This design comes from an exercise in tuning for small area on the open sky130 flow, not from production work.
In this exercise RTL edits were held to simulation tests only and were not proved equivalent to the original.
Power is estimated from default activity; no workload was simulated.

[flow/flow/run.sh]
#!/bin/bash
set -euo pipefail
export CTS_ARGS="-sink_clustering_enable -repair_clock_nets -dont_use_dummy_load -sink_clustering_size 30 -sink_clustering_max_diameter 100"
export BUFFER_PORTS_ARGS="-inputs -outputs -buffer_cell sky130_fd_sc_hd__buf_1"
bash standard.sh > standard_flow.log 2>&1
[flow/standard.sh]
#!/bin/bash
# synth_recipe.tcl (not shown) runs the flow's synth.tcl, then flattens the netlist and writes it again
# the make line also repeats each setting of config.mk as NAME=value (left out here)
make -C /OpenROAD-flow-scripts/flow DESIGN_CONFIG=/design/flow/config.mk WORK_HOME=/design/flow/orfs CLKGATE_MAP_FILE= SYNTH_SCRIPT=/design/flow/synth_recipe.tcl "${@:-finish}"
[flow/config.mk]
export PLATFORM = sky130hd
export DESIGN_NAME = eeprom_seq
export DESIGN_NICKNAME = eeprom_seq
export VERILOG_FILES = /design/flow/design.v
export SDC_FILE = /design/flow/constraint.sdc
export NUM_CORES = 4
export LEC_CHECK = 0
export ABC_AREA = 1
export CAP_MARGIN = 20
export CORE_MARGIN = 2
export CORE_UTILIZATION = 65
export SLEW_MARGIN = 20
[flow/constraint.sdc]
create_clock -name core_clock -period 10.0 [get_ports {clk}]
set_input_delay 2.0000 -clock core_clock [delete_from_list [all_inputs] [get_ports {clk}]]
set_output_delay 2.0000 -clock core_clock [all_outputs]
set_load 0.01 [all_outputs]
[flow/design.v]
module eeprom_seq (
    input             clk,
    input             rst,
    input             cmd_valid,
    output            cmd_ready,
    input      [31:0] cmd_word,
    input             buf_we,
    input             buf_sel,
    input      [4:0]  buf_idx,
    input      [22:0] buf_wdata,
    input      [4:0]  rbuf_idx,
    output     [7:0]  rbuf_data,
    input             map_ok,
    input             term_req,
    output reg        ev_valid,
    input             ev_ready,
    output reg [3:0]  ev_kind,
    output reg [31:0] ev_arg,
    input      [31:0] ev_lev,
    output     [31:0] status,
    output     [31:0] err_info,
    output     [14:0] err_addr
);
    localparam [3:0] OP_INIT = 4'h1, OP_CFG_DOUT = 4'h2, OP_CFG_DIN = 4'h3,
                     OP_CADDR = 4'h4, OP_CPAGE = 4'h5, OP_CPAIRS = 4'h6,
                     OP_WSEQ = 4'h7, OP_RSEQ = 4'h8, OP_SDP_OFF = 4'h9,
                     OP_SDP_ON = 4'hA, OP_WPAGE = 4'hB, OP_RPAGE = 4'hC,
                     OP_WTWC = 4'hF;
    localparam [3:0] E_NONE = 4'd0, E_DEVACCESS = 4'd1, E_ILLEGAL = 4'd4,
                     E_NOTINIT = 4'd5, E_LENGTH = 4'd6, E_ADDRRANGE = 4'd7,
                     E_PAGECROSS = 4'd8, E_NOSEQ = 4'd9, E_BADSEQ = 4'd10,
                     E_TWC = 4'd11, E_DIRECTION = 4'd12, E_UNLOADED = 4'd14;
    localparam [3:0] EV_SET = 4'd1, EV_CLR = 4'd2, EV_LEV = 4'd3,
                     EV_CFG = 4'd4, EV_DELAY = 4'd5, EV_SLEEP = 4'd6,
                     EV_SIGBLOCK = 4'd7, EV_SIGUNBLOCK = 4'd8,
                     EV_DIAG = 4'd9, EV_TERM = 4'd10;
    localparam [4:0] S_IDLE     = 5'd0,
                     S_RSTCLR   = 5'd1,    
                     S_SCANW    = 5'd2,    
                     S_SCAN     = 5'd3,    
                     S_CHECK    = 5'd4,
                     S_DIAG     = 5'd5,
                     S_TERM     = 5'd6,
                     S_INIT_SET = 5'd7,
                     S_INIT_CLR = 5'd8,
                     S_CFG      = 5'd9,
                     S_SIGBLOCK = 5'd10,
                     S_SP       = 5'd11,   
                     S_SETD     = 5'd13,
                     S_W_D0A    = 5'd14,
                     S_W_D0B    = 5'd15,
                     S_W_WEL    = 5'd16,
                     S_W_WP     = 5'd17,
                     S_W_WEH    = 5'd18,
                     S_W_D0C    = 5'd19,
                     S_W_D0D    = 5'd20,
                     S_CP       = 5'd21,   
                     S_CLRD     = 5'd23,
                     S_R_OE     = 5'd24,
                     S_R_EXTRA  = 5'd25,
                     S_R_SETTLE = 5'd26,
                     S_R_LEV    = 5'd27,
                     S_R_RESTORE = 5'd28,
                     S_SIGUNBLOCK = 5'd29,
                     S_SLEEP    = 5'd30;
    reg [4:0]  state;
    reg [4:0]  ph;           
    reg [1:0]  md;           
    reg [31:0] cur_cmd;
    reg        twc_pending;
    reg        seq_valid;
    reg        seq_addr;     
    reg [5:0]  seq_len;
    reg [5:0]  rbuf_len;
    reg [3:0]  err;
    reg        dout;         
    reg        unl;          
    reg        f_range;      
    reg        f_cross;      
    reg [4:0]  cnt;          
    reg [22:0] r;            
    reg [32*23-1:0] sq;      
    reg [32*9-1:0]  pb;      
    reg [32*24-1:0] pr;      
    reg [32*8-1:0]  rb;      
    wire [22:0] sq_head = sq[22:0];               
    wire [22:0] sq_next = sq[45:23];              
    wire [22:0] sq_prev = sq[32*23-1:31*23];      
    wire [8:0]  pb_head = pb[8:0];
    wire [23:0] pr_head = pr[23:0];
    wire [3:0]  c_op   = cur_cmd[3:0];
    wire [6:0]  c_len  = cur_cmd[10:4];
    wire [14:0] c_base = cur_cmd[25:11];
    wire [5:0]  c_rsv  = cur_cmd[31:26];
    reg c_legal;
    always @(*) begin
        case (c_op)
            OP_INIT, OP_CFG_DOUT, OP_CFG_DIN, OP_WSEQ, OP_RSEQ,
            OP_SDP_OFF, OP_SDP_ON, OP_WTWC:
                c_legal = (cur_cmd[31:4] == 28'd0);
            OP_CPAIRS:
                c_legal = (cur_cmd[31:11] == 21'd0);
            OP_CADDR, OP_CPAGE, OP_WPAGE, OP_RPAGE:
                c_legal = (c_rsv == 6'd0);
            default:
                c_legal = 1'b0;
        endcase
    end
    wire m_uninit  = (md == 2'b00);
    wire final_mode = md[1];
    wire len_err   = (c_len > 7'd32);
    wire range_err = f_range;
    wire cross_err = f_cross;
    wire len_zero  = (c_len == 7'd0);
    wire [3:0] wr_eng_err = twc_pending ? E_TWC : (!dout ? E_DIRECTION : E_NONE);
    wire [3:0] rd_eng_err = twc_pending ? E_TWC : E_NONE;
    reg [3:0] chk_err;
    always @(*) begin
        chk_err = E_NONE;
        if (!c_legal)
            chk_err = E_ILLEGAL;
        else if (m_uninit && c_op != OP_INIT)
            chk_err = E_NOTINIT;
        else if (!m_uninit && c_op == OP_INIT)
            chk_err = E_ILLEGAL;
        else begin
            case (c_op)
                OP_INIT:
                    if (!map_ok) chk_err = E_DEVACCESS;
                OP_CADDR: begin
                    if (len_err)        chk_err = E_LENGTH;
                    else if (range_err) chk_err = E_ADDRRANGE;
                end
                OP_CPAGE: begin
                    if (len_err)        chk_err = E_LENGTH;
                    else if (range_err) chk_err = E_ADDRRANGE;
                    else if (cross_err) chk_err = E_PAGECROSS;
                    else if (unl)       chk_err = E_UNLOADED;
                end
                OP_CPAIRS: begin
                    if (len_err)        chk_err = E_LENGTH;
                    else if (unl)       chk_err = E_UNLOADED;
                end
                OP_WSEQ: begin
                    if (!seq_valid)             chk_err = E_NOSEQ;
                    else if (seq_len != 6'd0)   chk_err = wr_eng_err;
                end
                OP_RSEQ: begin
                    if (!seq_valid)             chk_err = E_NOSEQ;
                    else if (seq_len != 6'd0) begin
                        if (!seq_addr)          chk_err = E_BADSEQ;
                        else                    chk_err = rd_eng_err;
                    end
                end
                OP_SDP_OFF, OP_SDP_ON:
                    chk_err = wr_eng_err;
                OP_WPAGE: begin
                    if (len_err)                chk_err = E_LENGTH;
                    else if (range_err)         chk_err = E_ADDRRANGE;
                    else if (cross_err)         chk_err = E_PAGECROSS;
                    else if (unl)               chk_err = E_UNLOADED;
                    else if (!len_zero)         chk_err = wr_eng_err;
                end
                OP_RPAGE: begin
                    if (len_err)                chk_err = E_LENGTH;
                    else if (range_err)         chk_err = E_ADDRRANGE;
                    else if (!len_zero)         chk_err = rd_eng_err;
                end
                default: ;
            endcase
        end
    end
    wire op_read  = (c_op == OP_RSEQ) || (c_op == OP_RPAGE);
    wire op_sleep = (c_op == OP_SDP_OFF) || (c_op == OP_SDP_ON) || (c_op == OP_WPAGE);
    wire op_pairs = (c_op == OP_CPAIRS);
    function [22:0] sdp_word;
        input       off;
        input [4:0] i;
        begin
            if (off) begin
                case (i)
                    5'd0, 5'd3: sdp_word = 23'h55_5555;   
                    5'd1, 5'd4: sdp_word = 23'h2A_AAAA;   
                    5'd2:       sdp_word = 23'h40_5555;   
                    default:    sdp_word = 23'h10_5555;   
                endcase
            end else begin
                case (i)
                    5'd0:       sdp_word = 23'h55_5555;   
                    5'd1:       sdp_word = 23'h2A_AAAA;   
                    default:    sdp_word = 23'h50_5555;   
                endcase
            end
        end
    endfunction
    wire [5:0]  addr_lo = {1'b0, c_base[4:0]} + {1'b0, ph};
    wire [10:0] addr_hi = {1'b0, c_base[14:5]} + {10'd0, addr_lo[5]};
    wire [14:0] addr_j  = {addr_hi[9:0], addr_lo[4:0]};
    reg [22:0] src_word;
    reg        comp_we;
    always @(*) begin
        comp_we = 1'b1;
        case (c_op)
            OP_CADDR, OP_RPAGE:  src_word = {8'd0, addr_j};
            OP_CPAGE:            src_word = {pb_head[7:0], addr_j};
            OP_WPAGE: begin
                src_word = {pb_head[7:0], addr_j};
                comp_we  = !len_zero;
            end
            OP_CPAIRS:           src_word = pr_head[22:0];
            OP_SDP_OFF:          src_word = sdp_word(1'b1, ph);
            OP_SDP_ON:           src_word = sdp_word(1'b0, ph);
            default: begin
                src_word = 23'd0;
                comp_we  = 1'b0;
            end
        endcase
    end
    wire j_in_len = (c_len[6:5] != 2'b00) || (ph < c_len[4:0]);
    wire need_flag = op_pairs ? pr_head[23] : pb_head[8];
    wire [4:0] wrow = buf_idx - ph - 5'd1;    
    wire [4:0] rrow = rbuf_idx - ph;          
    reg [7:0] rb_row [0:31];
    integer q;
    always @(*) for (q = 0; q < 32; q = q + 1) rb_row[q] = rb[q*8 +: 8];
    assign rbuf_data = rb_row[rrow];
    wire clr_flags = (state == S_RSTCLR);
    wire sq_we = (state == S_SCAN) && comp_we;
    wire at_i  = (ph == cnt);
    wire rb_we = (state == S_CP) && op_read && at_i;
    wire [22:0] sq_tail = sq_we ? src_word : sq_head;
    wire [8:0]  pb_tail = {pb_head[8] & !clr_flags, pb_head[7:0]};
    wire [23:0] pr_tail = {pr_head[23] & !clr_flags, pr_head[22:0]};
    wire [7:0]  rb_tail = rb_we ? r[22:15] : rb[7:0];
    always @(posedge clk) begin
        sq <= {sq_tail, sq[32*23-1:23]};
        rb <= {rb_tail, rb[32*8-1:8]};
    end
    integer p;
    always @(posedge clk) begin
        for (p = 0; p < 32; p = p + 1) begin
            if (buf_we && !buf_sel && wrow == p)
                pb[p*9 +: 9] <= {1'b1, buf_wdata[7:0]};
            else if (p == 31)
                pb[p*9 +: 9] <= pb_tail;
            else
                pb[p*9 +: 9] <= pb[(p+1)*9 +: 9];
            if (buf_we && buf_sel && wrow == p)
                pr[p*24 +: 24] <= {1'b1, buf_wdata};
            else if (p == 31)
                pr[p*24 +: 24] <= pr_tail;
            else
                pr[p*24 +: 24] <= pr[(p+1)*24 +: 24];
        end
    end
    wire cfg_dir = (c_op == OP_INIT) || (c_op == OP_CFG_DOUT);
    always @(*) begin
        ev_valid = 1'b1;
        ev_kind  = 4'd0;
        ev_arg   = 32'd0;
        case (state)
            S_DIAG:       begin ev_kind = EV_DIAG;  ev_arg = {28'd0, err}; end
            S_TERM:       begin ev_kind = EV_TERM; end
            S_INIT_SET:   begin ev_kind = EV_SET;   ev_arg = 32'h0180_0000; end
            S_INIT_CLR:   begin ev_kind = EV_CLR;   ev_arg = 32'h007F_FFFF; end
            S_CFG:        begin ev_kind = EV_CFG;   ev_arg = {23'd0, cfg_dir, 3'd0, cnt}; end
            S_SIGBLOCK:   begin ev_kind = EV_SIGBLOCK; end
            S_SETD:       begin ev_kind = EV_SET;   ev_arg = {9'd0, r}; end
            S_W_D0A, S_W_D0B, S_W_D0C, S_W_D0D, S_R_SETTLE:
                          begin ev_kind = EV_DELAY; end
            S_W_WEL:      begin ev_kind = EV_CLR;   ev_arg = 32'h0080_0000; end
            S_W_WP:       begin ev_kind = EV_DELAY; ev_arg = 32'd1; end
            S_W_WEH:      begin ev_kind = EV_SET;   ev_arg = 32'h0080_0000; end
            S_CLRD:       begin ev_kind = EV_CLR;   ev_arg = {9'd0, r}; end
            S_R_OE:       begin ev_kind = EV_CLR;   ev_arg = 32'h0100_0000; end
            S_R_EXTRA:    begin ev_kind = EV_DELAY; ev_arg = 32'd2; end
            S_R_LEV:      begin ev_kind = EV_LEV; end
            S_R_RESTORE:  begin ev_kind = EV_SET;   ev_arg = 32'h0180_0000; end
            S_SIGUNBLOCK: begin ev_kind = EV_SIGUNBLOCK; end
            S_SLEEP:      begin ev_kind = EV_SLEEP; end
            default:      ev_valid = 1'b0;
        endcase
    end
    wire ev_fire = ev_valid && ev_ready;
    wire last_elem = ({1'b0, cnt} == seq_len - 6'd1);
    assign cmd_ready = (state == S_IDLE);
    wire   cmd_fire  = cmd_valid && cmd_ready;
    wire fail = md[1] & md[0];
    wire term = md[1] & !md[0];
    assign status    = {5'd0, 1'b0  , 1'b0, rbuf_len, 1'b0, seq_len, err,
                        seq_valid, fail, twc_pending, term, 1'b0  ,
                        term, fail, md[0]};
    assign err_info  = fail ? cur_cmd : 32'd0;
    assign err_addr  = (fail && (err == E_ADDRRANGE || err == E_PAGECROSS)) ? c_base : 15'd0;
    always @(posedge clk) begin
        if (rst) begin
            state       <= S_RSTCLR;
            ph          <= 5'd0;
            md          <= 2'b00;
            twc_pending <= 1'b0;
            seq_valid   <= 1'b0;
            seq_len     <= 6'd0;
            rbuf_len    <= 6'd0;
            err         <= E_NONE;
        end else begin
            ph <= ph + 5'd1;
            case (state)
                S_RSTCLR: if (ph == 5'd31) state <= S_IDLE;
                S_IDLE: begin
                    if (!final_mode && term_req) begin
                        state <= S_TERM;
                    end else if (cmd_fire && !final_mode) begin
                        cur_cmd <= cmd_word;
                        state   <= S_SCANW;
                    end
                end
                S_SCANW: begin
                    unl     <= 1'b0;
                    f_range <= 1'b0;
                    f_cross <= 1'b0;
                    if (ph == 5'd31) state <= S_SCAN;
                end
                S_SCAN: begin
                    if (j_in_len) begin
                        if (!need_flag) unl     <= 1'b1;
                        if (addr_hi[10]) f_range <= 1'b1;
                        if (addr_lo[5])  f_cross <= 1'b1;
                    end
                    if (ph == 5'd31) state <= S_CHECK;
                end
                S_CHECK: begin
                    cnt <= 5'd0;
                    if (chk_err != E_NONE) begin
                        err   <= chk_err;
                        md    <= 2'b11;
                        state <= S_DIAG;
                    end else begin
                        case (c_op)
                            OP_INIT: begin
                                md          <= 2'b01;
                                seq_valid   <= 1'b0;
                                seq_len     <= 6'd0;
                                rbuf_len    <= 6'd0;
                                twc_pending <= 1'b0;
                                dout        <= 1'b1;
                                state       <= S_INIT_SET;
                            end
                            OP_CFG_DOUT, OP_CFG_DIN: begin
                                dout  <= !c_op[0];
                                cnt   <= 5'd15;
                                state <= S_CFG;
                            end
                            OP_CADDR, OP_CPAGE, OP_CPAIRS: begin
                                seq_len   <= c_len[5:0];
                                seq_valid <= 1'b1;
                                seq_addr  <= (c_op == OP_CADDR);
                                state     <= S_IDLE;
                            end
                            OP_WSEQ: begin
                                seq_valid <= 1'b0;
                                if (seq_len == 6'd0) state <= S_IDLE;
                                else begin
                                    twc_pending <= 1'b1;
                                    state       <= S_SIGBLOCK;
                                end
                            end
                            OP_RSEQ: begin
                                seq_valid <= 1'b0;
                                rbuf_len  <= seq_len;
                                if (seq_len == 6'd0) state <= S_IDLE;
                                else begin
                                    dout  <= 1'b0;
                                    state <= S_SIGBLOCK;
                                end
                            end
                            OP_SDP_OFF, OP_SDP_ON: begin
                                seq_len   <= c_op[0] ? 6'd6 : 6'd3;
                                seq_valid <= 1'b0;
                                state     <= S_SIGBLOCK;
                            end
                            OP_WPAGE: begin
                                if (len_zero) state <= S_IDLE;
                                else begin
                                    seq_len   <= c_len[5:0];
                                    seq_valid <= 1'b0;
                                    state     <= S_SIGBLOCK;
                                end
                            end
                            OP_RPAGE: begin
                                seq_len   <= c_len[5:0];
                                seq_valid <= 1'b0;
                                seq_addr  <= 1'b1;
                                rbuf_len  <= c_len[5:0];
                                if (len_zero) state <= S_IDLE;
                                else begin
                                    dout  <= 1'b0;
                                    state <= S_SIGBLOCK;
                                end
                            end
                            OP_WTWC: begin
                                twc_pending <= 1'b0;
                                state       <= S_SLEEP;
                            end
                            default: state <= S_IDLE;
                        endcase
                    end
                end
                S_DIAG: if (ev_fire) state <= S_IDLE;
                S_TERM: if (ev_fire) begin
                    md    <= 2'b10;
                    state <= S_IDLE;
                end
                S_INIT_SET: if (ev_fire) state <= S_INIT_CLR;
                S_INIT_CLR: if (ev_fire) state <= S_CFG;
                S_CFG: if (ev_fire) begin
                    cnt <= cnt + 5'd1;
                    if (cnt == ((c_op == OP_INIT) ? 5'd24 : 5'd22)) begin
                        cnt   <= 5'd0;
                        state <= op_read ? S_R_OE : S_IDLE;
                    end
                end
                S_SIGBLOCK: if (ev_fire) begin
                    if (op_read) begin
                        cnt   <= 5'd15;
                        state <= S_CFG;
                    end else begin
                        state <= S_SP;
                    end
                end
                S_R_OE: if (ev_fire) state <= S_SP;
                S_SP: if (at_i) begin
                    r     <= ~(sq_prev & {23{cnt != 5'd0}}) & sq_head;
                    state <= S_SETD;
                end
                S_SETD: if (ev_fire) state <= op_read ? S_R_EXTRA : S_W_D0A;
                S_W_D0A: if (ev_fire) state <= S_W_D0B;
                S_W_D0B: if (ev_fire) state <= S_W_WEL;
                S_W_WEL: if (ev_fire) state <= S_W_WP;
                S_W_WP:  if (ev_fire) state <= S_W_WEH;
                S_W_WEH: if (ev_fire) state <= S_W_D0C;
                S_W_D0C: if (ev_fire) state <= S_W_D0D;
                S_W_D0D: if (ev_fire) state <= S_CP;
                S_R_EXTRA:  if (ev_fire) state <= S_R_SETTLE;
                S_R_SETTLE: if (ev_fire) state <= S_R_LEV;
                S_R_LEV: if (ev_fire) begin
                    r[22:15] <= ev_lev[22:15];
                    state    <= S_CP;
                end
                S_CP: if (at_i) begin
                    r     <= sq_head & ~(sq_next & {23{!last_elem}});
                    state <= S_CLRD;
                end
                S_CLRD: if (ev_fire) begin
                    if (last_elem) begin
                        state <= op_read ? S_R_RESTORE : S_SIGUNBLOCK;
                    end else begin
                        cnt   <= cnt + 5'd1;
                        state <= S_SP;
                    end
                end
                S_R_RESTORE: if (ev_fire) state <= S_SIGUNBLOCK;
                S_SIGUNBLOCK: if (ev_fire) state <= op_sleep ? S_SLEEP : S_IDLE;
                S_SLEEP: if (ev_fire) state <= S_IDLE;
                default: state <= S_IDLE;
            endcase
        end
    end
endmodule
==> impl_metrics.ini, run 1 <==
[sta]
final.hold.worst_slack_ps = 299
final.min_clock_period_ps = 7140
timing.final.crit_share_pct = 71.4
postLayoutSetupSlackWorst_ps = 2860
worst_tran_pin_value_ps = 1070
setup_tns_ps = 0
grt_setup_unrepaired = no
max_clock_freq_mhz = 140
max_slew_margin_pct = 28.6
setup-violations-final = 0
finalClockSkew_ps = 54.8
finalHoldViolations = 0
report.final.slew_viol_count = 0

[layout]
flip_flop_and_latch_area_um2 = 43600
layout.nets = 6363
fill_cells = 7361
area_delta_synth_final_pct = 5.50
post_route_cells_drive_above_1_share_pct = 3.20
antenna-diode-count = 0
multi_input_comb_area_um2 = 16000
postLayoutCellArea_um2 = 65400

[critical_path]
reg2regPathDepth = 10
critPathLaunchType = input port
critical-path-max-stage-delay_ps = 460
timing.critical_path.arrival_ps = 5140
crit-reg2reg-launch = ph[1]
crit_top_cell = sky130_fd_sc_hd__nand2_1
critical_path.slowest_cell = sky130_fd_sc_hd__xnor2_2
critical_path.endpoint_type = primary output
kind_of_cell_adding_the_most_delay_to_the_critical_path = simple AND/OR/NAND/NOR gates
worst-endpoint-required_ps = 8000
worst-setup-path-type = in2out
crit_start = rbuf_idx[0]
timing.critical_path.depth = 18
cp_cell_sequence = buf_1 > inv_1 > ha_1 > inv_1 > fa_1 > nand3_1 > nand2_1 > xnor2_2 > nor2_2 > nand2_1 > inv_1 > nand2_1 > nand2_1 > nor2_1 > nand4_1 > nor3_1 > nand3_1 > buf_1
worstPathBufferInverterCount = 5
critical_path.max_fanout = 17

[yosys]
synth.largest_area_cell = sky130_fd_sc_hd__dfxtp_1
synth_cell_type_count = 46
synthesis.instances = 6249
synth_async_sr_flop_share_pct = 0
post-synth-top-count-cell = sky130_fd_sc_hd__dfxtp_1
synth_top_cell_area_share_pct = 67.1
ys.flop_type = sky130_fd_sc_hd__dfxtp_1
synth.top_cells.by_area = sky130_fd_sc_hd__dfxtp_1, sky130_fd_sc_hd__nand2_1, sky130_fd_sc_hd__o21ai_0
yosys_register_bits = 2143
commonest_cells_post_synth = sky130_fd_sc_hd__dfxtp_1, sky130_fd_sc_hd__nand2_1, sky130_fd_sc_hd__o21ai_0
count_of_flip_flops_with_a_built_in_enable_after_synthesis = 65
synth_area_um2 = 62000
ys_seq_area_share_pct = 70.2
syn-mean-instance-area_um2 = 9.92
synth_warn = 2

[global_route]
antenna_found_initial = 1
grt_start_max_net_pins = 65
global_route.overflow_total = 0
grt_pass1_vias = 36600
gr_usage_total_pct = 26.3
grt_first_pass_wirelength_um = 206000

[hold_path]
hp-class = reg2reg
hold_start = sq[623]
whs_path_depth = 0

[clocking]
cts-resized-gates = 0
postCtsSetupRepairBufs = 0
clock-sinks = 2143
cts_hold_repair.buffers = 0
cts_htree_levels = 3
clkLatencyLatePin_ps = 700
cts-root-to-sink-buffers = 3
clk_pin_slew_worst_paths_ps = 110
tritoncts.num_buffers = 81
clock-root-buffer = sky130_fd_sc_hd__clkbuf_16
cts_tree = yes

[power_and_ir_drop]
power.share.sequential_pct = 66.3
power.net_switching_w = 0.00383
p_clk_share_pct = 23.8
power.share.switching_pct = 23.7
pwr-share-comb_pct = 9.8
cellInternalPower_w = 0.0123
p_per_area_nw_per_um2 = 247
irDropWorstVdd_mv = 0.185
p_leak_nw = 26.8

[placed_design]
post-place-ws_ps = 2870
place_congestion = 0.916
post_dp_hpwl_um = 84900
cell_area_after_placement_um2 = 63300
io_buffers = 189

[floorplanning]
floorplan.rows = 113
boundaryPins = 230
vert_die_dim_um = 313
die-width_um = 313
starting_utilization_of_the_core_area_pct = 65.5
core_region_area_um2 = 94700
die-area_um2 = 97900

[drt]
post_drt_via_cell_ratio = 5.29
detailedRoute.firstIterationViolations = 3250
via_count = 39600
drtPass1Iterations = 8
antenna_left = 0
post-route-drc-count = 0
wl_per_cell_um = 17.4
drt_wirelength_um = 130000

[run_status]
run_status = no timing/DRC/antenna violations

[flow_run]
drv.max_cap_violation_count = 0
## sequential cells by signal, indices dropped and copies added, names as in the netlist
register     count
seq_valid        1
twc_pending      1
unl              1
cur_cmd         32
dout             1
r               23
cnt              5
ph               5
seq_len          6
err              4
state            5
f_cross          1
pb             288
rbuf_len         6
f_range          1
pr             768
rb             256
seq_addr         1
sq             736
md               2
## power by group through the flow
stage	sequential, W	combinational [W]	clock, W
5_1_grt	0.0109	0.00189	0.00421
3_3_place_gp	0.0109	0.00152	0
6_report	0.0107	0.00159	0.00385
2_1_floorplan	0.0107	0.00121	0
4_1_cts	0.0107	0.00159	0.00391
3_5_place_dp	0.0109	0.00157	0
## stage by stage
stage	std cells	utilization, %	total power, W
global placement	7406	66.8	0.0124
CTS	7487	69.0	0.0162
finish	7491	69.1	0.0162
global route	7491	69.1	0.0170
floorplan	6264	-	0.0119
detailed placement	7406	66.8	0.0125
## layout by cell type (no fill, tap or decap), types with 3 or more instances in the layout
master and n:
sky130_fd_sc_hd__nor2_4 7, sky130_fd_sc_hd__o22ai_1 6, sky130_fd_sc_hd__ha_1 27, sky130_fd_sc_hd__a21oi_1 70, sky130_fd_sc_hd__a31oi_1 20, sky130_fd_sc_hd__o21ai_0 1119, sky130_fd_sc_hd__a22o_1 19, sky130_fd_sc_hd__a221oi_1 15
sky130_fd_sc_hd__a32o_1 4, sky130_fd_sc_hd__fa_1 3, sky130_fd_sc_hd__edfxtp_1 65, sky130_fd_sc_hd__nor2_2 12, sky130_fd_sc_hd__clkbuf_16 81, sky130_fd_sc_hd__a211oi_1 3, sky130_fd_sc_hd__inv_2 19, sky130_fd_sc_hd__clkinv_1 7
sky130_fd_sc_hd__nand4_1 46, sky130_fd_sc_hd__o211ai_1 7, sky130_fd_sc_hd__o2111ai_1 3, sky130_fd_sc_hd__dfxtp_1 2078, sky130_fd_sc_hd__o31ai_1 3, sky130_fd_sc_hd__buf_1 189, sky130_fd_sc_hd__xnor2_1 11, sky130_fd_sc_hd__mux2_2 8
sky130_fd_sc_hd__nand3b_1 4, sky130_fd_sc_hd__inv_1 269, sky130_fd_sc_hd__buf_4 52, sky130_fd_sc_hd__nor3_2 5, sky130_fd_sc_hd__nand3_1 204, sky130_fd_sc_hd__nor2_1 239, sky130_fd_sc_hd__nor4_1 6, sky130_fd_sc_hd__conb_1 16
sky130_fd_sc_hd__xor2_1 12, sky130_fd_sc_hd__nand2_1 1553, sky130_fd_sc_hd__nor3_1 22
## worst paths after layout
path	to	slack [ps]
min	sq[600]	300
max reg2reg	pr[422]	5480
min reg2reg	sq[600]	300
max	rbuf_data[5]	2860
## area by class of cell
class,instances,area share (%)
flip-flops and latches,2143,66.6
multi-input cells,3462,24.4
repair buffers,245,1.81
inverters,295,1.69
well taps,1265,2.42
clock buffers,81,3.10
## logic make-up after synthesis
family	synth area share, %
AOI/OAI and AO/OA	10.7
xor gates and xnor gates	0.474
adders and majority gates	0.642
buffers and inverters	4.17
DFF	70.2
muxes	0.145
other	0.00605
and+or+nand+nor	13.6
## layer usage
layer	up-vias	GRT usage [%]	part of all wire, %	wire [um]
met5	-	0	0.0077	10
met4	2	6.59	2.4	3170
met3	194	3.22	5.0	6480
met2	977	41.0	44	57200
met1	18500	39.4	49	63400
li1	19900	-	-	-
==> inputs of run 2 (changes only) <==
==> flow/flow/run.sh (replaced) <==
#!/bin/bash
set -euo pipefail
export CTS_ARGS="-sink_clustering_enable -repair_clock_nets -dont_use_dummy_load -sink_clustering_size 26 -sink_clustering_max_diameter 90"
export BUFFER_PORTS_ARGS="-inputs -outputs -buffer_cell sky130_fd_sc_hd__buf_1"
bash standard.sh > standard_flow.log 2>&1
--- a/flow/config.mk
+++ b/flow/config.mk
@@ -8,5 +8,6 @@
 export ABC_AREA = 1
-export CAP_MARGIN = 20
+export CAP_MARGIN = 5
 export CORE_MARGIN = 2
-export CORE_UTILIZATION = 65
-export SLEW_MARGIN = 20
+export CORE_UTILIZATION = 70
+export GPL_TIMING_DRIVEN = 0
+export SLEW_MARGIN = 5
==> run 2 against run 1 <==
Synthesized cell count unchanged. Sequential power hardly changed. Area after synthesis is the same. Global-route usage grew 6.2 points. Critical endpoint is now rbuf_data[3]. Largest power group unchanged.
==> impl_metrics.ini, run 2 <==
[critical_path]
setup.reg_to_reg.worst_slack_ps = 5880
worst-setup-path-type = in2out
critical_path.max_fanout = 8
critPathLaunchType = input port
crit_start = rbuf_idx[0]
crit_top_cell = sky130_fd_sc_hd__nand2_1
crit-reg2reg-launch = ph[1]
critical_path.slowest_cell = sky130_fd_sc_hd__nor2_1
reg2regPathDepth = 11
critical-path-max-stage-delay_ps = 620
timing.critical_path.arrival_ps = 5120
cp_cell_sequence = buf_1 > inv_1 > ha_1 > inv_1 > fa_1 > nand3_1 > nand2_1 > xnor2_2 > nand2_1 > nor2_1 > nand2_1 > nand2_1 > nor2_1 > nand4_1 > nor2_1 > nand3_1 > buf_1
worst-endpoint-required_ps = 8000
critical_path.endpoint_type = primary output
worst_r2r_endpoint = pr[488]

[hold_path]
hp-class = reg2reg
hold_start = sq[646]
whs_path_depth = 0
min_delay_worst_endpoint = sq[623]

[global_route]
global_route.overflow_total = 0
grt_start_max_net_pins = 27
grt_pass1_vias = 40800
grt_first_pass_wirelength_um = 229000
gr_usage_total_pct = 32.6
antenna_found_initial = 4

[yosys]
synth.top_cells.by_area = sky130_fd_sc_hd__dfxtp_1, sky130_fd_sc_hd__nand2_1, sky130_fd_sc_hd__o21ai_0
commonest_cells_post_synth = sky130_fd_sc_hd__dfxtp_1, sky130_fd_sc_hd__nand2_1, sky130_fd_sc_hd__o21ai_0
synth_top_cell_area_share_pct = 67.1
post_synth_adder_cell_area_pct = 0.642
post-synth-top-count-cell = sky130_fd_sc_hd__dfxtp_1
synth.largest_area_cell = sky130_fd_sc_hd__dfxtp_1
yosys_register_bits = 2143
syn-mean-instance-area_um2 = 9.92
yosys.area_share.simple_pct = 13.6
synthXorXnorAreaFrac_pct = 0.474
ys_seq_area_share_pct = 70.2
count_of_flip_flops_with_a_built_in_enable_after_synthesis = 65
synth_async_sr_flop_share_pct = 0
ys.flop_type = sky130_fd_sc_hd__dfxtp_1
synth_area_um2 = 62000
synth_mux_area_share_pct = 0.145
synth_top_family_by_area = simple AND/OR/NAND/NOR gates
synth_cell_type_count = 46
synthesis.instances = 6249
synth_compound_area_share_pct = 10.7
synth_warn = 2

[layout]
fill_cells = 6097
largest_register_ff_count = 768
post_route_cells_drive_above_1_share_pct = 2.90
layout.nets = 6687
postLayoutCellArea_um2 = 66600
area_delta_synth_final_pct = 7.39
largestRegisters = pr x768, sq x736, pb x288
layout_common_cells = sky130_fd_sc_hd__dfxtp_1, sky130_fd_sc_hd__nand2_1, sky130_fd_sc_hd__o21ai_0
layout_commonest_cell = sky130_fd_sc_hd__dfxtp_1
largest-register = pr

[power_and_ir_drop]
p_clk_share_pct = 24.6
cellInternalPower_w = 0.0125
irDropWorstVdd_mv = 0.232
pwr-share-comb_pct = 10.4
p_leak_nw = 27.2
p_per_area_nw_per_um2 = 249
power.net_switching_w = 0.00406
power.share.sequential_pct = 65.0
power.share.switching_pct = 24.5

[placed_design]
cell_area_after_placement_um2 = 64300
place_congestion = 0.973
post-place-ws_ps = 2950
post_dp_hpwl_um = 107000
io_buffers = 189

[floorplanning]
vert_die_dim_um = 302
core_region_area_um2 = 88100
floorplan.rows = 109
die-width_um = 302
boundaryPins = 230
starting_utilization_of_the_core_area_pct = 70.4
die-area_um2 = 91000

[clocking]
cts_htree_levels = 3
clkLatencyLatePin_ps = 700
cts_tree = yes
postCtsSetupRepairBufs = 0
clock-root-buffer = sky130_fd_sc_hd__clkbuf_16
clock-sinks = 2143
clk_pin_slew_worst_paths_ps = 90
tritoncts.num_buffers = 92
cts-resized-gates = 0
cts-root-to-sink-buffers = 3
cts_hold_repair.buffers = 0

[drt]
detailedRoute.firstIterationViolations = 3997
via_count = 42700
antenna_left = 0
post-route-drc-count = 0
drtPass1Iterations = 6
wl_per_cell_um = 19.4
post_drt_via_cell_ratio = 5.53
drt_wirelength_um = 150000

[sta]
max_slew_margin_pct = 34.5
report.final.slew_viol_count = 0
finalHoldViolations = 0
max_clock_freq_mhz = 140
final.min_clock_period_ps = 7120
finalClockSkew_ps = 71.3
setup_tns_ps = 0
postLayoutSetupSlackWorst_ps = 2880
setup-violations-final = 0
grt_setup_unrepaired = no
timing.final.crit_share_pct = 71.2
worst_tran_pin_value_ps = 975

[run_status]
run_status = no timing/DRC/antenna violations

[flow_run]
drv.max_cap_violation_count = 0
## run 2: cell types whose count changed in the layout (fill, tap and decap cells not counted), moves of 5 or more
cell	previous run	this run
sky130_fd_sc_hd__clkbuf_1	0	311
sky130_fd_sc_hd__buf_4	52	25
sky130_fd_sc_hd__buf_2	0	26
sky130_fd_sc_hd__clkbuf_16	81	92
sky130_fd_sc_hd__inv_2	19	10
sky130_fd_sc_hd__buf_1	189	195
sky130_fd_sc_hd__clkinv_1	7	12
## run 2: logic make-up after synthesis
| family | Yosys count |
|---|---|
| flip-flops | 2143 |
| adder cells (fa/ha/maj) | 30 |
| XOR/XNOR | 28 |
| other | 1 |
| AND/OR/NAND/NOR | 2103 |
| multiplexers | 8 |
| buffers and inverters | 659 |
| AO/OA/AOI/OAI | 1277 |
## run 2: power groups by stage
stage,registers [W],clock network [W],logic (W)
after detailed placement,0.0109,0,0.00169
final,0.0108,0.00408,0.00172
after global routing,0.0109,0.00439,0.00200
after CTS,0.0108,0.00411,0.00171
after global placement,0.0109,0,0.00164
after floorplan,0.0107,0,0.00121
## run 2: cell type report
cell class	instances	area (um^2)	area share [%]
multi-input combinational	3462	15900	23.9
clock buffer	92	2300	3.46
timing repair buffer	194	752	1.13
tap	1165	1460	2.19
sequential	2143	43600	65.4
antenna	1	2.50	0.00376
buffer	364	1480	2.22
inverter	295	1110	1.66
## run 2: worst max path at each step
| stage | end | slack [ps] | cells after the start |
|---|---|---|---|
| 5_1_grt | rbuf_data[5] | 2700 | 17 |
| 2_1_floorplan | rbuf_data[2] | 3860 | 14 |
| 3_3_place_gp | rbuf_data[6] | 2940 | 14 |
| 3_5_place_dp | rbuf_data[6] | 2950 | 14 |
| 6_report | rbuf_data[3] | 2880 | 17 |
| 4_1_cts | rbuf_data[6] | 2940 | 14 |
## run 2: stage by stage
stage	cells	total power [W]	hold slack (ps)	utilization, %
after floorplan	6264	0.0119	310	-
after global placement	7618	0.0126	310	72.9
after detailed placement	7623	0.0126	312	73.0
after CTS	7715	0.0166	294	75.6
after global routing	7715	0.0173	292	75.6
final	7716	0.0166	298	75.6
## run 2: worst max-delay path: cells and delay by family
kind | cells | cell delay, ps
buffers and inverters | 4 | 410
XOR/XNOR | 1 | 450
adder cells (fa/ha/maj) | 2 | 560
AND/OR/NAND/NOR | 10 | 1690
## run 2: metal layers
| layer | global-route usage (%) | wire (um) | part of all wire, % |
|---|---|---|---|
| met2 | 54.8 | 70800 | 47 |
| met1 | 42.5 | 62100 | 41 |
| met5 | 0 | 40 | 0.027 |
| met3 | 4.92 | 10700 | 7.1 |
| met4 | 13.2 | 6280 | 4.2 |
==> inputs of run 3 (changes only) <==
==> flow/flow/run.sh (replaced) <==
#!/bin/bash
# The standard layout (standard.sh) with three changes:
#  - synthesis is synth_recipe.tcl with only the abc technology-mapping
#    script swapped for an area-recovery one (flow/area.abc); registers
#    are mapped before abc, so they come out exactly as in the standard
#    synthesis;
#  - clock tree synthesis adds no dummy balancing loads and builds leaf
#    clusters of up to 26 registers within 90 um;
#  - every input and output port still gets its own buffer, but buf_1
#    instead of clkdlybuf4s50_1.
set -euo pipefail
HERE=$(pwd)
export CUSTOM_ABC_SCRIPT="$HERE/flow/area.abc"
export CTS_ARGS="-sink_clustering_enable -repair_clock_nets -dont_use_dummy_load -sink_clustering_size 26 -sink_clustering_max_diameter 90"
export BUFFER_PORTS_ARGS="-inputs -outputs -buffer_cell sky130_fd_sc_hd__buf_1"
sed "s|SYNTH_SCRIPT=[^ ]*|SYNTH_SCRIPT=$HERE/flow/area_synth.tcl|" standard.sh > area_standard.sh
grep -q "SYNTH_SCRIPT=$HERE/flow/area_synth.tcl" area_standard.sh
bash area_standard.sh > standard_flow.log 2>&1
==> flow/flow/area.abc (new file) <==
strash
dch
map -a
strash
dch
map -a
strash
dch
map -a
topo
==> flow/flow/area_synth.tcl (new file) <==
proc synth {args} { yosys synth -nofsm -noshare {*}$args }
proc abc {args} {
  set i [lsearch -exact $args -script]
  if {$i >= 0 && [info exists ::env(CUSTOM_ABC_SCRIPT)]} {
    set args [lreplace $args [expr {$i+1}] [expr {$i+1}] $::env(CUSTOM_ABC_SCRIPT)]
  }
  yosys abc {*}$args
}
source $::env(SCRIPTS_DIR)/synth.tcl
# left out here: clear keep_hierarchy, flatten, clean up, hide names made inside functions, write 1_2_yosys.v
--- a/flow/config.mk
+++ b/flow/config.mk
@@ -8,6 +8,5 @@
 export ABC_AREA = 1
-export CAP_MARGIN = 5
+export CAP_MARGIN = 20
 export CORE_MARGIN = 2
-export CORE_UTILIZATION = 70
-export GPL_TIMING_DRIVEN = 0
-export SLEW_MARGIN = 5
+export CORE_UTILIZATION = 65
+export SLEW_MARGIN = 20
==> run 3 against run 2 <==
Sequential power up 11%. Sequential cell count stayed put. Largest cell class unchanged. Synthesized cell count fell by 12%. Critical path depth grew 2. Power up 14%. Highest routed layer unchanged. Still clean. Utilization shrank 4.1 points.
==> impl_metrics.ini, run 3 <==
[run_status]
run_status = no timing/DRC/antenna violations

[floorplanning]
vert_die_dim_um = 306
boundaryPins = 230
starting_utilization_of_the_core_area_pct = 65.7
die-area_um2 = 93600
die-width_um = 306
core_region_area_um2 = 90100
floorplan.rows = 110

[sta]
finalClockSkew_ps = 66.5
timing.final.crit_share_pct = 77.0
final.min_clock_period_ps = 7700
setup-violations-final = 0
max_slew_margin_pct = 27.1
finalHoldViolations = 0
setup_tns_ps = 0
report.final.slew_viol_count = 0
worst_tran_pin_value_ps = 1080
grt_setup_unrepaired = no
max_clock_freq_mhz = 130

[yosys]
count_of_flip_flops_with_a_built_in_enable_after_synthesis = 65
ys_seq_area_share_pct = 73.5
commonest_cells_post_synth = sky130_fd_sc_hd__dfxtp_1, sky130_fd_sc_hd__nor2_1, sky130_fd_sc_hd__a21oi_1
synthesis.instances = 5479
synth.largest_area_cell = sky130_fd_sc_hd__dfxtp_1
post-synth-top-count-cell = sky130_fd_sc_hd__dfxtp_1
yosys_register_bits = 2143
synth_top_cell_area_share_pct = 70.2
synth_async_sr_flop_share_pct = 0
synth_warn = 2
synth.top_cells.by_area = sky130_fd_sc_hd__dfxtp_1, sky130_fd_sc_hd__a21oi_1, sky130_fd_sc_hd__nor2_1
ys.flop_type = sky130_fd_sc_hd__dfxtp_1
synth_cell_type_count = 40
syn-mean-instance-area_um2 = 10.8
synth_area_um2 = 59300

[drt]
post_drt_via_cell_ratio = 5.38
post-route-drc-count = 0
drt_wirelength_um = 128000
wl_per_cell_um = 18.3
via_count = 37600
detailedRoute.firstIterationViolations = 2796
drtPass1Iterations = 6
antenna_left = 0

[layout]
flip_flop_and_latch_area_um2 = 43600
layout_common_cells = sky130_fd_sc_hd__dfxtp_1, sky130_fd_sc_hd__nor2_1, sky130_fd_sc_hd__a21oi_1
largestRegisters = pr x768, sq x736, pb x288
area_delta_synth_final_pct = 8.80
multi_input_comb_area_um2 = 15000
layout_commonest_cell = sky130_fd_sc_hd__dfxtp_1
layout.core_utilization_pct = 71.5
fill_cells = 6695
post_route_cells_drive_above_1_share_pct = 4.77
largest_register_ff_count = 768
layout.nets = 5944
largest-register = pr
antenna-diode-count = 0

[clocking]
cts_htree_levels = 3
clock-root-buffer = sky130_fd_sc_hd__clkbuf_16
postCtsSetupRepairBufs = 0
cts-resized-gates = 0
clk_pin_slew_worst_paths_ps = 100
clkLatencyLatePin_ps = 700
tritoncts.num_buffers = 94
clock-sinks = 2143
cts_hold_repair.buffers = 0
cts-root-to-sink-buffers = 3
cts_tree = yes

[critical_path]
setup.reg_to_reg.worst_slack_ps = 4010
worst_r2r_endpoint = seq_len[3]
reg2regPathDepth = 22
crit_top_cell = sky130_fd_sc_hd__a221oi_1
cp_cell_sequence = buf_1 > clkinv_1 > ha_1 > clkinv_1 > fa_1 > a21oi_1 > o21bai_1 > xnor2_1 > nand2_1 > nor2_1 > a22oi_1 > nand3_1 > a221oi_1 > nand4_1 > a221oi_1 > nand4_1 > a221oi_1 > nand3_1 > buf_1
critical-path-max-stage-delay_ps = 600
crit-reg2reg-launch = cur_cmd[3]
critical_path.max_fanout = 8
critical_path.endpoint_type = primary output
timing.critical_path.arrival_ps = 5700
worst-endpoint-required_ps = 8000
critical_path.slowest_cell = sky130_fd_sc_hd__a221oi_1
critPathLaunchType = input port
worst-setup-path-type = in2out

[placed_design]
io_buffers = 189
post_dp_hpwl_um = 82500
place_congestion = 0.932

[hold_path]
hold_start = sq[678]
hp-class = reg2reg
min_delay_worst_endpoint = sq[655]
whs_path_depth = 0

[global_route]
grt_pass1_vias = 35200
global_route.overflow_total = 0
grt_start_max_net_pins = 65
gr_usage_total_pct = 27.1
antenna_found_initial = 2
grt_first_pass_wirelength_um = 201000

[power_and_ir_drop]
irDropWorstVdd_mv = 0.211
p_leak_nw = 25.4
p_per_area_nw_per_um2 = 293

[flow_run]
drv.max_cap_violation_count = 0
## run 3: cell count changes in the layout (fill, tap and decap cells not counted), sizes merged, moves of 272 or more
cell    change
nand2    -1342
o21ai    -1013
nor2     +1001
a21oi     +991
clkbuf    -308
inv       -272
## run 3: critical path: cells and delay by family
family / cells / cell delay (ps)
XOR/XNOR: 1 / 190
AO/OA/AOI/OAI: 6 / 1620
adder cells (fa/ha/maj): 2 / 570
buffers and inverters: 4 / 360
AND/OR/NAND/NOR: 6 / 960
## run 3: area by class of cell
| type | instances | share of cell area [%] |
|---|---|---|
| Clock buffer | 94 | 3.65 |
| Tap cell | 1176 | 2.28 |
| Timing Repair Buffer | 241 | 1.99 |
| Sequential cell | 2143 | 67.5 |
| Multi-Input combinational cell | 3121 | 23.3 |
| Inverter | 208 | 1.21 |
## run 3: how the worst max path moves through the flow
stage                      startpoint           end  cells after the start
after global routing      rbuf_idx[0]  rbuf_data[5]                     18
after global placement    rbuf_idx[0]  rbuf_data[2]                     19
after CTS                 rbuf_idx[0]  rbuf_data[2]                     19
after detailed placement  rbuf_idx[0]  rbuf_data[5]                     18
after floorplan           rbuf_idx[0]  rbuf_data[4]                     18
final                     rbuf_idx[0]  rbuf_data[2]                     19
## run 3: power breakdown
part | switching (W) | total (W) | leakage, nW | internal, W
clock | 0.00242 | 0.00411 | 1.16 | 0.00168
combinational | 0.00151 | 0.00271 | 6.56 | 0.00120
sequential | 0.000820 | 0.0120 | 17.7 | 0.0112
## run 3: logic make-up after synthesis
kind of cell | synth area share [%]
adders and majority gates | 0.671
other | 0.00633
xor gates and xnor gates | 0.296
muxes | 0.152
and+or+nand+nor | 11.2
buffers and inverters | 1.60
DFF | 73.5
AOI/OAI and AO/OA | 12.6
## run 3: stage by stage
step | hold slack, ps | area, um^2 | std cells | total power (W) | setup slack, ps
finish | 277 | 64500 | 6983 | 0.0189 | 2300
global route | 278 | 64500 | 6983 | 0.0199 | 2100
CTS | 288 | 64200 | 6971 | 0.0190 | 2390
detailed placement | 312 | 61900 | 6877 | 0.0149 | 2420
global placement | 310 | 61800 | 6876 | 0.0148 | 2470
floorplan | 310 | 59300 | 5494 | 0.0140 | 3380
## run 3: layer usage
layer	global-route usage, %	wire length (um)	vias to the layer above
li1	-	-	18900
met1	39.1	60900	17600
met2	43.1	57200	852
met3	3.48	5680	197
met4	7.70	3820	2
met5	0	16	-
==> inputs of run 4 (changes only) <==
--- a/flow/flow/run.sh
+++ b/flow/flow/run.sh
@@ -7,3 +7,3 @@
 #  - clock tree synthesis adds no dummy balancing loads and builds leaf
-#    clusters of up to 26 registers within 90 um;
+#    clusters of up to 20 registers within 60 um, from clkbuf_8;
 #  - every input and output port still gets its own buffer, but buf_1
@@ -13,3 +13,3 @@
 export CUSTOM_ABC_SCRIPT="$HERE/flow/area.abc"
-export CTS_ARGS="-sink_clustering_enable -repair_clock_nets -dont_use_dummy_load -sink_clustering_size 26 -sink_clustering_max_diameter 90"
+export CTS_ARGS="-sink_clustering_enable -repair_clock_nets -dont_use_dummy_load -sink_clustering_size 20 -sink_clustering_max_diameter 60 -buf_list {sky130_fd_sc_hd__clkbuf_8}"
 export BUFFER_PORTS_ARGS="-inputs -outputs -buffer_cell sky130_fd_sc_hd__buf_1"
==> run 4 against run 3 <==
Combinational power hardly changed. Hold slack gained 8.4 ps. Wire length shrank 0.92%. Clock skew up 32 ps. Sequential power barely moved. Power shrank 2.8%. Highest routed layer unchanged. Final cell count grew 0.60%. Clock power fell by 12%. Worst setup slack better by 78 ps.
==> impl_metrics.ini, run 4 <==
[run_status]
run_status = no timing/DRC/antenna violations

[yosys]
synth_async_sr_flop_share_pct = 0
count_of_flip_flops_with_a_built_in_enable_after_synthesis = 65
ys.flop_type = sky130_fd_sc_hd__dfxtp_1
post-synth-top-count-cell = sky130_fd_sc_hd__dfxtp_1
yosys_register_bits = 2143
synth.largest_area_cell = sky130_fd_sc_hd__dfxtp_1
synth.top_cells.by_area = sky130_fd_sc_hd__dfxtp_1, sky130_fd_sc_hd__a21oi_1, sky130_fd_sc_hd__nor2_1
ys_seq_area_share_pct = 73.5
synth_warn = 2
synth_top_cell_area_share_pct = 70.2
commonest_cells_post_synth = sky130_fd_sc_hd__dfxtp_1, sky130_fd_sc_hd__nor2_1, sky130_fd_sc_hd__a21oi_1
synth_area_um2 = 59300
synthesis.instances = 5479
synth_cell_type_count = 40
syn-mean-instance-area_um2 = 10.8

[layout]
largest_register_ff_count = 768
layout.core_utilization_pct = 71.0
finalNonFillerCells = 7025
layout_commonest_cell = sky130_fd_sc_hd__dfxtp_1
layout.nets = 5984
area_delta_synth_final_pct = 7.95
layout_common_cells = sky130_fd_sc_hd__dfxtp_1, sky130_fd_sc_hd__nor2_1, sky130_fd_sc_hd__a21oi_1
largest-register = pr
largestRegisters = pr x768, sq x736, pb x288
post_route_cells_drive_above_1_share_pct = 5.42
postLayoutCellArea_um2 = 64000

[critical_path]
critPathLaunchType = input port
critical_path.endpoint_type = primary output
critical_path.max_fanout = 8
critical-path-max-stage-delay_ps = 570
critical_path.slowest_cell = sky130_fd_sc_hd__a221oi_1
kind_of_cell_adding_the_most_delay_to_the_critical_path = compound AO/OA/AOI/OAI gates
crit_top_cell = sky130_fd_sc_hd__a221oi_1
worst-setup-path-type = in2out
timing.critical_path.arrival_ps = 5630
worstPathBufferInverterCount = 4
cp_cell_sequence = buf_1 > clkinv_1 > ha_1 > clkinv_1 > fa_1 > a21oi_1 > o21bai_1 > xnor2_1 > nand2_1 > nor2_1 > a22oi_1 > nand3_1 > a221oi_1 > nand4_1 > a221oi_1 > nand4_1 > a221oi_1 > nand3_1 > buf_1
worst-endpoint-required_ps = 8000

[power_and_ir_drop]
p_leak_nw = 25.2
power.net_switching_w = 0.00469
power.share.switching_pct = 25.6
p_clk_share_pct = 19.6
cellInternalPower_w = 0.0136
power.share.sequential_pct = 65.7
pwr-share-comb_pct = 14.7
irDropWorstVdd_mv = 0.196
p_per_area_nw_per_um2 = 287

[global_route]
grt_first_pass_wirelength_um = 200000
gr-usage-met1_pct = 39.0
global_route.overflow_total = 0
grtUsageMet2_pct = 42.3
grt_pass1_vias = 35100
antenna_found_initial = 5
busiest_layer = met2
gr-usage-met3_pct = 3.96
gr_usage_total_pct = 27.0
grt_start_max_net_pins = 65

[sta]
setup-violations-final = 0
max_clock_freq_mhz = 131
finalHoldViolations = 0
timing.final.crit_share_pct = 76.3
setup_tns_ps = 0
worst_tran_pin_value_ps = 1110
finalClockSkew_ps = 98.0
final.min_clock_period_ps = 7630
grt_setup_unrepaired = no
report.final.slew_viol_count = 0
max_slew_margin_pct = 25.7

[floorplanning]
vert_die_dim_um = 306
die-width_um = 306
floorplan.rows = 110
boundaryPins = 230
die-area_um2 = 93600
core_region_area_um2 = 90100
starting_utilization_of_the_core_area_pct = 65.7

[drt]
antenna_left = 0
via_count = 37700
drtPass1Iterations = 6
detailedRoute.firstIterationViolations = 2796
wl_per_cell_um = 18.0
post-route-drc-count = 0
drt_wirelength_um = 126000
post_drt_via_cell_ratio = 5.37

[placed_design]
placed_cells = 6877
place_congestion = 0.932
io_buffers = 189
post_dp_hpwl_um = 82500
cell_area_after_placement_um2 = 61900

[clocking]
cts_tree = yes
cts-resized-gates = 0
postCtsSetupRepairBufs = 0
cts_htree_levels = 4
cts-root-to-sink-buffers = 3
cts_hold_repair.buffers = 0
clock-sinks = 2143
tritoncts.num_buffers = 134
clock-root-buffer = sky130_fd_sc_hd__clkbuf_8
clkLatencyLatePin_ps = 840
clk_pin_slew_worst_paths_ps = 90

[hold_path]
hp-class = reg2reg

[flow_run]
drv.max_cap_violation_count = 0
==> run 4: worst paths after layout <==
kind | start | to | slack (ps) | cells past startpoint
worst max register to register | cur_cmd[1] | seq_len[4] | 4010 | 25
worst min-delay path | sq[678] | sq[655] | 290 | 0
worst max-delay path | rbuf_idx[0] | rbuf_data[2] | 2370 | 19
worst min register to register | sq[678] | sq[655] | 290 | 0
==> run 4: power groups by stage <==
| stage | logic [W] | registers, W | clock network [W] |
|---|---|---|---|
| floorplan | 0.00208 | 0.0119 | 0 |
| global placement | 0.00258 | 0.0122 | 0 |
| detailed placement | 0.00266 | 0.0122 | 0 |
| CTS | 0.00270 | 0.0120 | 0.00368 |
| global route | 0.00315 | 0.0123 | 0.00398 |
| finish | 0.00270 | 0.0120 | 0.00360 |
==> run 4: layout make-up <==
cell class	instances	area, um^2
Inverter	208	782
Sequential cell	2143	43600
Antenna cell	2	5.00
Fill cell	6825	26200
Timing Repair Buffer	241	1280
Tap cell	1176	1470
Multi-Input combinational cell	3121	15000
Clock buffer	134	1840
==> run 4: per-stage QoR <==
stage                     hold WS, ps  worst slack (ps)  total power, W
after floorplan                   310              3380          0.0140
after global placement            310              2470          0.0148
after detailed placement          312              2420          0.0149
after CTS                         277              2400          0.0184
after global routing              278              2100          0.0194
final                             285              2370          0.0183
==> run 4: cells by family after synthesis <==
group,after synthesis,share of synthesized area (%)
xor gates and xnor gates,20,0.296
adders and majority gates,30,0.671
other,1,0.00633
and+or+nand+nor,1666,11.2
muxes,8,0.152
AOI/OAI and AO/OA,1381,12.6
buffers and inverters,230,1.60
DFF,2143,73.5
==> run 4: layer usage <==
metal,wire length (um),share of wire (%),vias to the layer above
met2,56100,44,860
li1,-,-,19000
met4,3450,2.7,2
met1,61000,48,17700
met5,13,0.010,-
met3,5950,4.7,205
==> inputs of run 5 (changes only) <==
--- a/flow/flow/run.sh
+++ b/flow/flow/run.sh
@@ -7,3 +7,3 @@
 #  - clock tree synthesis adds no dummy balancing loads and builds leaf
-#    clusters of up to 20 registers within 60 um, from clkbuf_8;
+#    clusters of up to 16 registers within 50 um, from clkbuf_8;
 #  - every input and output port still gets its own buffer, but buf_1
@@ -13,3 +13,3 @@
 export CUSTOM_ABC_SCRIPT="$HERE/flow/area.abc"
-export CTS_ARGS="-sink_clustering_enable -repair_clock_nets -dont_use_dummy_load -sink_clustering_size 20 -sink_clustering_max_diameter 60 -buf_list {sky130_fd_sc_hd__clkbuf_8}"
+export CTS_ARGS="-sink_clustering_enable -repair_clock_nets -dont_use_dummy_load -sink_clustering_size 16 -sink_clustering_max_diameter 50 -buf_list {sky130_fd_sc_hd__clkbuf_8}"
 export BUFFER_PORTS_ARGS="-inputs -outputs -buffer_cell sky130_fd_sc_hd__buf_1"
==> run 5 against run 4 <==
Via count barely moved. Largest power group unchanged. Sequential cell count stayed put. Register-to-register slack about the same. Global-route usage is 0.23 points higher. Still clean. Synthesized cell count is the same. Sequential share of layout area fell by 0.43 points. Highest routed layer unchanged.
==> impl_metrics.ini, run 5 <==
[placed_design]
placed_cells = 6877
cell_area_after_placement_um2 = 61900
io_buffers = 189
place_congestion = 0.932
post_dp_hpwl_um = 82500

[clocking]
clk_pin_slew_worst_paths_ps = 90
tritoncts.num_buffers = 162
clkLatencyLatePin_ps = 880
cts_tree = yes
cts-root-to-sink-buffers = 3
cts-resized-gates = 0
postCtsSetupRepairBufs = 0
clock-sinks = 2143
clock-root-buffer = sky130_fd_sc_hd__clkbuf_8
cts_hold_repair.buffers = 0
cts_htree_levels = 4

[yosys]
synth_warn = 2
ys.flop_type = sky130_fd_sc_hd__dfxtp_1
syn-mean-instance-area_um2 = 10.8
commonest_cells_post_synth = sky130_fd_sc_hd__dfxtp_1, sky130_fd_sc_hd__nor2_1, sky130_fd_sc_hd__a21oi_1
synth.top_cells.by_area = sky130_fd_sc_hd__dfxtp_1, sky130_fd_sc_hd__a21oi_1, sky130_fd_sc_hd__nor2_1
post-synth-top-count-cell = sky130_fd_sc_hd__dfxtp_1
count_of_flip_flops_with_a_built_in_enable_after_synthesis = 65
synth_cell_type_count = 40
synth.largest_area_cell = sky130_fd_sc_hd__dfxtp_1
synth_top_cell_area_share_pct = 70.2
ys_seq_area_share_pct = 73.5
synth_async_sr_flop_share_pct = 0
synthesis.instances = 5479
yosys_register_bits = 2143
synth_area_um2 = 59300

[layout]
post_route_cells_drive_above_1_share_pct = 5.91
fill_cells = 6776
largest_register_ff_count = 768
flip_flop_and_latch_area_um2 = 43600
postLayoutCellArea_um2 = 64400
multi_input_comb_area_um2 = 15000
layout_commonest_cell = sky130_fd_sc_hd__dfxtp_1
largestRegisters = pr x768, sq x736, pb x288
area_delta_synth_final_pct = 8.64
layout.nets = 6013
layout_common_cells = sky130_fd_sc_hd__dfxtp_1, sky130_fd_sc_hd__nor2_1, sky130_fd_sc_hd__a21oi_1
largest-register = pr
finalNonFillerCells = 7054

[global_route]
gr_usage_total_pct = 27.2
grt_start_max_net_pins = 65
grt_first_pass_wirelength_um = 201000
global_route.overflow_total = 0
grt_pass1_vias = 35500
antenna_found_initial = 5

[drt]
antenna_left = 0
detailedRoute.firstIterationViolations = 2975
drt_wirelength_um = 127000
wl_per_cell_um = 18.0
post-route-drc-count = 0
via_count = 37800
drtPass1Iterations = 6
post_drt_via_cell_ratio = 5.35

[sta]
timing.final.crit_share_pct = 77.6
grt_setup_unrepaired = no
setup_tns_ps = 0
report.final.slew_viol_count = 0
final.hold.worst_slack_ps = 283
worst_tran_pin_value_ps = 1110
max_slew_margin_pct = 25.3
max_clock_freq_mhz = 129
finalClockSkew_ps = 81.3
finalHoldViolations = 0
setup-violations-final = 0
final.min_clock_period_ps = 7760

[critical_path]
critical_path.max_fanout = 8
worst-endpoint-required_ps = 8000
timing.critical_path.arrival_ps = 5760
critPathLaunchType = input port
critical_path.endpoint_type = primary output
worst-setup-path-type = in2out

[floorplanning]
starting_utilization_of_the_core_area_pct = 65.7
boundaryPins = 230
die-area_um2 = 93600
vert_die_dim_um = 306
die-width_um = 306
floorplan.rows = 110
core_region_area_um2 = 90100

[run_status]
run_status = no timing/DRC/antenna violations

[power_and_ir_drop]
p_leak_nw = 25.4
power.share.sequential_pct = 64.6
cellInternalPower_w = 0.0139
pwr-share-comb_pct = 14.5
irDropWorstVdd_mv = 0.228
p_per_area_nw_per_um2 = 290
power.net_switching_w = 0.00476
power.share.switching_pct = 25.6
p_clk_share_pct = 20.9
power.total_w = 0.0186

[flow_run]
drv.max_cap_violation_count = 0

[hold_path]
hp-class = reg2reg
## run 5: power groups by stage
stage / Sequential (W) / Combinational (W) / Clock (W)
6_report: 0.0120 / 0.00270 / 0.00390
5_1_grt: 0.0123 / 0.00316 / 0.00430
4_1_cts: 0.0120 / 0.00270 / 0.00399
3_5_place_dp: 0.0122 / 0.00266 / 0
3_3_place_gp: 0.0122 / 0.00258 / 0
2_1_floorplan: 0.0119 / 0.00208 / 0
## run 5: layer usage
layer | vias up | global-route usage, % | share of wire [%]
met3 | 220 | 4.22 | 4.9
li1 | 19000 | - | -
met2 | 920 | 42.4 | 45
met1 | 17600 | 39.0 | 48
met5 | - | 0 | 0.010
met4 | 2 | 9.50 | 2.8
## run 5: layout make-up
type	instances	share of cell area, %
Sequential cell	2143	67.6
Multi-Input combinational cell	3121	23.4
Clock buffer	162	3.46
Tap cell	1176	2.29
Timing Repair Buffer	242	2.03
Inverter	208	1.21
Antenna cell	2	0.00777
## run 5: worst max-delay path, cell delays in order
cell                       delay (ps)
sky130_fd_sc_hd__buf_1             70
sky130_fd_sc_hd__clkinv_1          50
sky130_fd_sc_hd__ha_1             170
sky130_fd_sc_hd__clkinv_1          80
sky130_fd_sc_hd__fa_1             410
sky130_fd_sc_hd__a21oi_1          140
sky130_fd_sc_hd__o21bai_1          90
sky130_fd_sc_hd__xnor2_1          210
sky130_fd_sc_hd__nand2_1          210
sky130_fd_sc_hd__nor2_1           210
sky130_fd_sc_hd__a22oi_1          230
sky130_fd_sc_hd__nand3_1          100
sky130_fd_sc_hd__a221oi_1         340
sky130_fd_sc_hd__nand4_1          160
sky130_fd_sc_hd__a221oi_1         580
sky130_fd_sc_hd__nand4_1          160
sky130_fd_sc_hd__a221oi_1         250
sky130_fd_sc_hd__nand3_1          140
sky130_fd_sc_hd__buf_1            160
## run 5: cells by family after synthesis
logic type               Yosys count  share of synthesized area [%]
AND/OR/NAND/NOR                 1666                           11.2
AO/OA/AOI/OAI                   1381                           12.6
adder cells (fa/ha/maj)           30                          0.671
flip-flops                      2143                           73.5
other                              1                        0.00633
multiplexers                       8                          0.152
buffers and inverters            230                           1.60
XOR/XNOR                          20                          0.296
## run 5: through the flow
stage | utilization (%) | setup slack (ps)
3_3_place_gp | 68.6 | 2470
2_1_floorplan | - | 3380
3_5_place_dp | 68.6 | 2420
5_1_grt | 71.4 | 2080
6_report | 71.4 | 2240
4_1_cts | 71.1 | 2390
## run 5: worst paths after layout
| path | startpoint | end | slack (ps) | cells past startpoint |
|---|---|---|---|---|
| setup reg to reg | cur_cmd[1] | seq_len[4] | 4010 | 25 |
| hold reg to reg | sq[678] | sq[655] | 280 | 0 |
| hold / removal | sq[678] | sq[655] | 280 | 0 |
| setup / recovery | rbuf_idx[0] | rbuf_data[2] | 2240 | 19 |
==> inputs of run 6 (changes only) <==
--- a/flow/flow/run.sh
+++ b/flow/flow/run.sh
@@ -7,3 +7,3 @@
 #  - clock tree synthesis adds no dummy balancing loads and builds leaf
-#    clusters of up to 16 registers within 50 um, from clkbuf_8;
+#    clusters of up to 20 registers within 60 um, from clkbuf_8 (clkbuf_16 above the leaves);
 #  - every input and output port still gets its own buffer, but buf_1
@@ -13,3 +13,3 @@
 export CUSTOM_ABC_SCRIPT="$HERE/flow/area.abc"
-export CTS_ARGS="-sink_clustering_enable -repair_clock_nets -dont_use_dummy_load -sink_clustering_size 16 -sink_clustering_max_diameter 50 -buf_list {sky130_fd_sc_hd__clkbuf_8}"
+export CTS_ARGS="-sink_clustering_enable -repair_clock_nets -dont_use_dummy_load -sink_clustering_size 20 -sink_clustering_max_diameter 60 -buf_list {sky130_fd_sc_hd__clkbuf_8} -root_buf sky130_fd_sc_hd__clkbuf_16 -tree_buf sky130_fd_sc_hd__clkbuf_16"
 export BUFFER_PORTS_ARGS="-inputs -outputs -buffer_cell sky130_fd_sc_hd__buf_1"
==> run 6 against run 5 <==
Hold slack improved by 12 ps. Via count about the same. Sequential share of layout area increased by 0.21 points. Area after synthesis unchanged. Final area decreased by 0.31%. Non-clock buffer count unchanged. Maximum frequency increased by 1.4%. Critical endpoint unchanged. Clock power decreased by 3%. Combinational power about the same. Register-to-register slack about the same.
==> impl_metrics.ini, run 6 <==
[run_status]
run_status = no timing/DRC/antenna violations

[clocking]
cts_tree = yes
clkLatencyLatePin_ps = 720
clk_pin_slew_worst_paths_ps = 90
postCtsSetupRepairBufs = 0
cts_htree_levels = 4
clock-root-buffer = sky130_fd_sc_hd__clkbuf_16
tritoncts.num_buffers = 134

[critical_path]
worst-endpoint-required_ps = 8000
reg2regPathDepth = 23
kind_of_cell_adding_the_most_delay_to_the_critical_path = compound AO/OA/AOI/OAI gates
critical_path.endpoint_type = primary output
crit_top_cell = sky130_fd_sc_hd__a221oi_1
timing.critical_path.arrival_ps = 5660

[hold_path]
hold_start = sq[678]

[yosys]
commonest_cells_post_synth = sky130_fd_sc_hd__dfxtp_1, sky130_fd_sc_hd__nor2_1, sky130_fd_sc_hd__a21oi_1
synth_cell_type_count = 40
post-synth-top-count-cell = sky130_fd_sc_hd__dfxtp_1
synth_async_sr_flop_share_pct = 0
synth_warn = 2
synth_area_um2 = 59300

[layout]
layout.nets = 5985
largestRegisters = pr x768, sq x736, pb x288
layout_commonest_cell = sky130_fd_sc_hd__dfxtp_1
layout.core_utilization_pct = 71.2
postLayoutCellArea_um2 = 64200

[sta]
final.hold.worst_slack_ps = 295
setup-violations-final = 0
max_clock_freq_mhz = 131
finalHoldViolations = 0
finalClockSkew_ps = 88.3
worst_tran_pin_value_ps = 1100
timing.final.crit_share_pct = 76.6
report.final.slew_viol_count = 0

[drt]
antenna_left = 0
post-route-drc-count = 0

[global_route]
grt_pass1_vias = 35200
grt_start_max_net_pins = 65
grtUsageMet2_pct = 42.4
grt_first_pass_wirelength_um = 200000

[floorplanning]
die-width_um = 306
vert_die_dim_um = 306
starting_utilization_of_the_core_area_pct = 65.7

[power_and_ir_drop]
power.share.sequential_pct = 65.0
p_per_area_nw_per_um2 = 288
p_clk_share_pct = 20.4

[placed_design]
post_dp_hpwl_um = 82500
place_congestion = 0.932

[flow_run]
drv.max_cap_violation_count = 0
==> run 6: cell counts after synthesis <==
Identical to the previous run, type by type.
==> run 6: per-layer routing <==
metal / wire, um / vias to the layer above / part of all wire, %
met4: 3560 / 2 / 2.8
met1: 61000 / 17700 / 48
met5: 13 / - / 0.010
met2: 56400 / 865 / 45
li1: - / 19000 / -
met3: 5770 / 198 / 4.6
==> run 6: cells by family (layout without fill, tap and decap cells) <==
kind of cell / count (synthesis) / after routing / synth area share, %
AO/OA/AOI/OAI: 1381 / 1381 / 12.6
XOR/XNOR: 20 / 20 / 0.296
adder cells (fa/ha/maj): 30 / 30 / 0.671
buffers and inverters: 230 / 584 / 1.60
flip-flops: 2143 / 2143 / 73.5
multiplexers: 8 / 8 / 0.152
other: 1 / 16 / 0.00633
AND/OR/NAND/NOR: 1666 / 1666 / 11.2
==> run 6: worst max path at each step <==
stage,depth (start not counted),start,endpoint,slack (ps)
after floorplan,18,rbuf_idx[0],rbuf_data[4],3380
after global placement,19,rbuf_idx[0],rbuf_data[2],2470
after detailed placement,18,rbuf_idx[0],rbuf_data[5],2420
after CTS,19,rbuf_idx[0],rbuf_data[2],2380
after global routing,18,rbuf_idx[0],rbuf_data[5],2100
final,19,rbuf_idx[0],rbuf_data[2],2340
==> run 6: worst register-to-register path, cell delays in order (launching register included) <==
cell and delay, ps:
sky130_fd_sc_hd__edfxtp_1 450, sky130_fd_sc_hd__clkinv_1 280, sky130_fd_sc_hd__nor2_1 180, sky130_fd_sc_hd__clkinv_1 190, sky130_fd_sc_hd__nor2_1 380, sky130_fd_sc_hd__clkinv_1 170
sky130_fd_sc_hd__nor2_1 310, sky130_fd_sc_hd__clkinv_1 240, sky130_fd_sc_hd__nand4_1 130, sky130_fd_sc_hd__a21oi_1 130, sky130_fd_sc_hd__o41ai_1 430, sky130_fd_sc_hd__nand3_1 200
sky130_fd_sc_hd__nor3_1 340, sky130_fd_sc_hd__o311ai_0 370, sky130_fd_sc_hd__nor2_1 350, sky130_fd_sc_hd__clkinv_1 120, sky130_fd_sc_hd__nor2_1 260, sky130_fd_sc_hd__clkinv_1 170
sky130_fd_sc_hd__a21oi_1 210, sky130_fd_sc_hd__clkinv_1 120, sky130_fd_sc_hd__nor2_1 410, sky130_fd_sc_hd__clkinv_1 240, sky130_fd_sc_hd__a21oi_1 180, sky130_fd_sc_hd__a211oi_1 60
==> run 6: power by group through the flow <==
stage | clock, W | sequential, W | combinational (W)
after floorplan | 0 | 0.0119 | 0.00208
after global placement | 0 | 0.0122 | 0.00258
after detailed placement | 0 | 0.0122 | 0.00266
after CTS | 0.00385 | 0.0120 | 0.00270
after global routing | 0.00415 | 0.0123 | 0.00315
final | 0.00377 | 0.0120 | 0.00270
==> run 6: cell type report <==
class	instances	area (um^2)
multi-input cells	3121	15000
repair buffers	242	1310
inverters	208	782
clock buffers	134	2040
flip-flops and latches	2143	43600
fillers	6771	26000
well taps	1176	1470
==> run 6: through the flow <==
stage	setup slack [ps]	total power, W
global placement	2470	0.0148
CTS	2380	0.0186
detailed placement	2420	0.0149
global route	2100	0.0196
finish	2340	0.0185
floorplan	3380	0.0140
